Source: an optimization exercise on an open RTL-to-GDS flow (aim: small area, a short achievable clock period and few clock cycles). Production flows keep margins and buffers that such runs may drop.
At most, simulation tests tie the RTL to the original design; equivalence was not proved.
Power figures rest on the tool's default switching activity, not on a simulated workload.

Design alpide_decoder, start of the top module:
module alpide_decoder (
    input  wire        clk,
    input  wire        rst,
    input  wire        in_valid,
    output wire        in_ready,
    input  wire [1:0]  in_kind,
    input  wire [7:0]  in_data,
    output wire        out_valid,
    input  wire        out_ready,
    output wire        out_is_result,
    output wire [3:0]  hit_chip,
    output wire [5:0]  hit_region,
    output wire [9:0]  hit_dcol,
    output wire [10:0] hit_addr,
    output wire [3:0]  hit_flag,
    output wire        hit_prev_stuck,
    output wire [9:0]  hit_row,
    output wire [10:0] hit_col,
    output wire [2:0]  res_code,
    output wire        res_corrupt,
    output wire [2:0]  res_cause,
    output wire [15:0] res_pc,
    output wire [7:0]  res_byte,
    output wire [1:0]  res_remain,
    output wire [3:0]  st_chip,
    output wire [5:0]  st_region,
    output wire [3:0]  st_flags,
    output wire        st_new_event,
    output wire [3:0]  st_word_kind
);
Size in the first run: roughly 110 flip-flops, roughly 5900 um2 of cells after synthesis.
Settings: LEC_CHECK=0, CAP_MARGIN=20, CORE_MARGIN=2, CORE_UTILIZATION=40, CTS_BUF_LIST=sky130_fd_sc_hd__clkbuf_4 sky130_fd_sc_hd__clkbuf_8, CTS_CLUSTER_DIAMETER=100, CTS_CLUSTER_SIZE=40, SLEW_MARGIN=20; clock period 8.0 ns.
standard.sh (not shown) runs the stock make flow with config.mk's settings and CLKGATE_MAP_FILE= SYNTH_SCRIPT=/design/flow/synth_recipe.tcl, a recipe that flattens the netlist after the stock synthesis.
==> flow/flow/run.sh <==
#!/bin/bash
# Standard ORFS layout (the standard.sh, unchanged synthesis), except that
# the port buffers that global placement inserts use the small buf_1 cell and
# the timing repair aims at a tighter setup margin.
set -euo pipefail
MARGIN=$(cat flow/margin.txt)
bash standard.sh "BUFFER_PORTS_ARGS=-buffer_cell sky130_fd_sc_hd__buf_1" "SETUP_SLACK_MARGIN=$MARGIN" finish > standard.log 2>&1
==> flow/flow/margin.txt <==
5.3
Then changed:
==> flow/flow/margin.txt (replaced) <==
5.0
Result:
- register-to-register slack is worse by 0.28 ns
- setup slack is worse by 0.28 ns
- clock-buffer cell count stays the same
- worst hold slack is worse by 0.017 ns
- clock skew is about the same
- sequential share of layout area is higher by 2.0 points
- total power is lower by 0.78%
- routed wire length is lower by about 2.7%
- die area stays the same
No functional check of the RTL was part of any run of this note.

---

## v39
Another version of the RTL of alpide_decoder (not shown whole).
Size: about 560 cells after synthesis, ~92 flip-flops, ~130 I/O pins.
export LEC_CHECK = 0
export CAP_MARGIN = 20
export CORE_MARGIN = 2
export CORE_UTILIZATION = 40
export SLEW_MARGIN = 20
create_clock -name core_clock -period 8.0 [get_ports {clk}]
run.sh (not shown) runs the stock make flow with config.mk's settings and CLKGATE_MAP_FILE= SYNTH_SCRIPT=/design/flow/synth_recipe.tcl, a recipe that flattens the netlist after the stock synthesis.
Stock flow here: none of the scripts above is used.
v39 was carried through to the last stage, and its layout satisfied the timing, design-rule and antenna checks.
Input changes introduced in v23 (baseline for comparison: v39):
Settings: CTS_CLUSTER_SIZE: unset -> 40; CTS_BUF_LIST: unset -> sky130_fd_sc_hd__clkbuf_4 sky130_fd_sc_hd__clkbuf_8; SETUP_SLACK_MARGIN: unset -> 5; CTS_CLUSTER_DIAMETER: unset -> 100.
- Worst setup slack, v39 and v23: lower on v39
- v23 vs. v39: highest net fanout along the worst path went down by 3.
- Reported for v39 and v23, post-synthesis instance area turned out identical to the last digit.
- Compared with v39, in v23 number of instances in the synthesized netlist shows no meaningful change; routed wire length higher; design area up 880 µm²; average wire length per cell after detail routing picked up an extra about 5%.
What v17 does differently from v23 at the input level:
Settings: removing CTS_CLUSTER_DIAMETER (formerly 100); removing CTS_CLUSTER_SIZE (formerly 40); removing CTS_BUF_LIST (formerly sky130_fd_sc_hd__clkbuf_4 sky130_fd_sc_hd__clkbuf_8).
--- outcome ---
- Any difference in fmax between v23 and v17 is small enough to ignore.
- v17: area growth from synthesis to final layout 2.9 points above v23
- On final area: between v17 and v23, it ends up higher for v17.
- The proportion of total power due to net switching in v17 sits 1.3 points below the value recorded for v23.
- Number of instances in the synthesized netlist: v17 vs v23 identical
- v17 has setup slack above what v23 had.
No functional check of the RTL was part of any run of this note.

---

job 6211:
Another version of the RTL of alpide_decoder (not shown whole).
Size: roughly 100 flip-flops, roughly 130 I/O pins, about 0.0055 mm^2 of cells after synthesis.
clock: 8.0 ns
lec_check: 0
cap_margin: 20
core_margin: 2
core_utilization: 40
cts_buf_list: sky130_fd_sc_hd__clkbuf_4 sky130_fd_sc_hd__clkbuf_8
cts_cluster_diameter: 100
cts_cluster_size: 40
slew_margin: 20
standard.sh (not shown) runs the stock make flow with config.mk's settings and CLKGATE_MAP_FILE= SYNTH_SCRIPT=/design/flow/synth_recipe.tcl, a recipe that flattens the netlist after the stock synthesis.
==> flow/flow/margin.txt <==
5.6
Scripts as last shown in full above: flow/flow/run.sh
Job 6211 finished every step from synthesis to the final layout, and the layout passed the timing, design-rule and antenna checks.
Testbench counts of job 6211, summed over its fixed seeds: cycles 102,851.
What job 8957 does differently from job 6211 at the input level:
Settings: swapping sky130_fd_sc_hd__clkbuf_4 sky130_fd_sc_hd__clkbuf_8 for sky130_fd_sc_hd__clkbuf_8 sky130_fd_sc_hd__clkbuf_16 in CTS_BUF_LIST; swapping 100 for 200 in CTS_CLUSTER_DIAMETER; swapping 40 for 80 in CTS_CLUSTER_SIZE.
==> flow/flow/margin.txt <==
5.0
## What came out
- Against job 6211 as the reference, job 8957 delivers a lower total non-filler cell area in the finished layout.
- There was hardly any difference in worst setup slack before clock tree synthesis between job 8957 and job 6211.
- Looking only at met1 capacity usage during global routing, and setting everything else aside, the higher value of job 6211 and job 8957 goes to job 6211.
- Taking job 6211 as the reference, in job 8957 via count went down 900, internal power component grew by 10%, routed wire length now sits lower, cell count decreased by 15% relative to the old numbers, multi-input combinational area share saw an increase.
Edits applied to the flow inputs when going from job 8957 to job 9004:
Settings: swapping 200 for 100 in CTS_CLUSTER_DIAMETER; swapping sky130_fd_sc_hd__clkbuf_8 sky130_fd_sc_hd__clkbuf_16 for sky130_fd_sc_hd__clkbuf_4 sky130_fd_sc_hd__clkbuf_8 in CTS_BUF_LIST; swapping 80 for 40 in CTS_CLUSTER_SIZE; swapping 40 for 60 in CORE_UTILIZATION.
==> run notes <==
Taking job 8957 as the reference, in job 9004 final total power has decreased, core utilization has increased, final wirelength moved down, non-clock buffer area fraction after layout stayed essentially flat.
Looking at area of all placed cells without fillers, job 9004 sits 2.8% lower than job 8957 does.
in_rdy$_SDFF_PP1_ as the critical path endpoint was reported by job 8957, and res_remain[1] by job 9004.
Job 9004 against job 8957; non-clock buffer count in the final layout is down slightly.
Job 9004 ended up with dfxtp_1 as its cell at the slowest stage of the critical path; job 8957 ended up with a311oi_1.
--- input diff job 9004..job 1818 ---
Settings: swapping 60 for 40 in CORE_UTILIZATION.
==> flow/flow/margin.txt <==
4.8
==> run notes <==
- The total routed wirelength of job 1818 exceeds that of job 9004 by 130 um.
- Going from job 9004 to job 1818, post-route worst setup slack went down, flip-flop and latch share of the layout cell area moved up, post-route total power shows a reduction of about 9%, clock network fraction of design power went down by 5.6 points.

[port drivers added, routing unchanged]
Ports are ideal in the flow. The routed layouts listed here were re-timed in OpenROAD. Step 1 sets driving cells, clkbuf_16 on the clock port and buf_2 on the other inputs (assumed; they add their load-dependent delay and slew). Step 2 also shifts input and output timing later by t, the mid clock arrival at the registers, as if the neighbouring blocks saw the same clock. Three values: ideal ports, drivers, drivers and shift; two values: the first two.
run | shift t [ns] | slack for setup (ns) | latest minus earliest clock arrival (ns)
the first run of note 1 | 0.415 | 5.285 / 5.285 / 4.889 | 0.010 / 0.011
the second run of note 1 | 0.417 | 5.006 / 5.006 / 4.649 | 0.015 / 0.015
v39 | 0.380 | 3.705 / 3.665 / 3.550 | 0.005 / 0.005
v23 | 0.401 | 4.413 / 4.375 / 4.498 | 0.010 / 0.011
v17 | 0.381 | 4.422 / 4.379 / 4.608 | 0.008 / 0.008
job 6211 | 0.426 | 5.072 / 5.068 / 4.642 | 0.014 / 0.014
job 8957 | 0.386 | 4.955 / 4.972 / 4.586 | 0.008 / 0.008
job 9004 | 0.394 | 5.079 / 5.048 / 4.700 | 0.010 / 0.011
job 1818 | 0.404 | 4.914 / 4.884 / 4.520 | 0.013 / 0.013
After both steps setup and hold are still met in every run listed. The setup slack of job 6211, which loses most, moves by -0.004 ns with the drivers and by -0.430 ns with both steps.
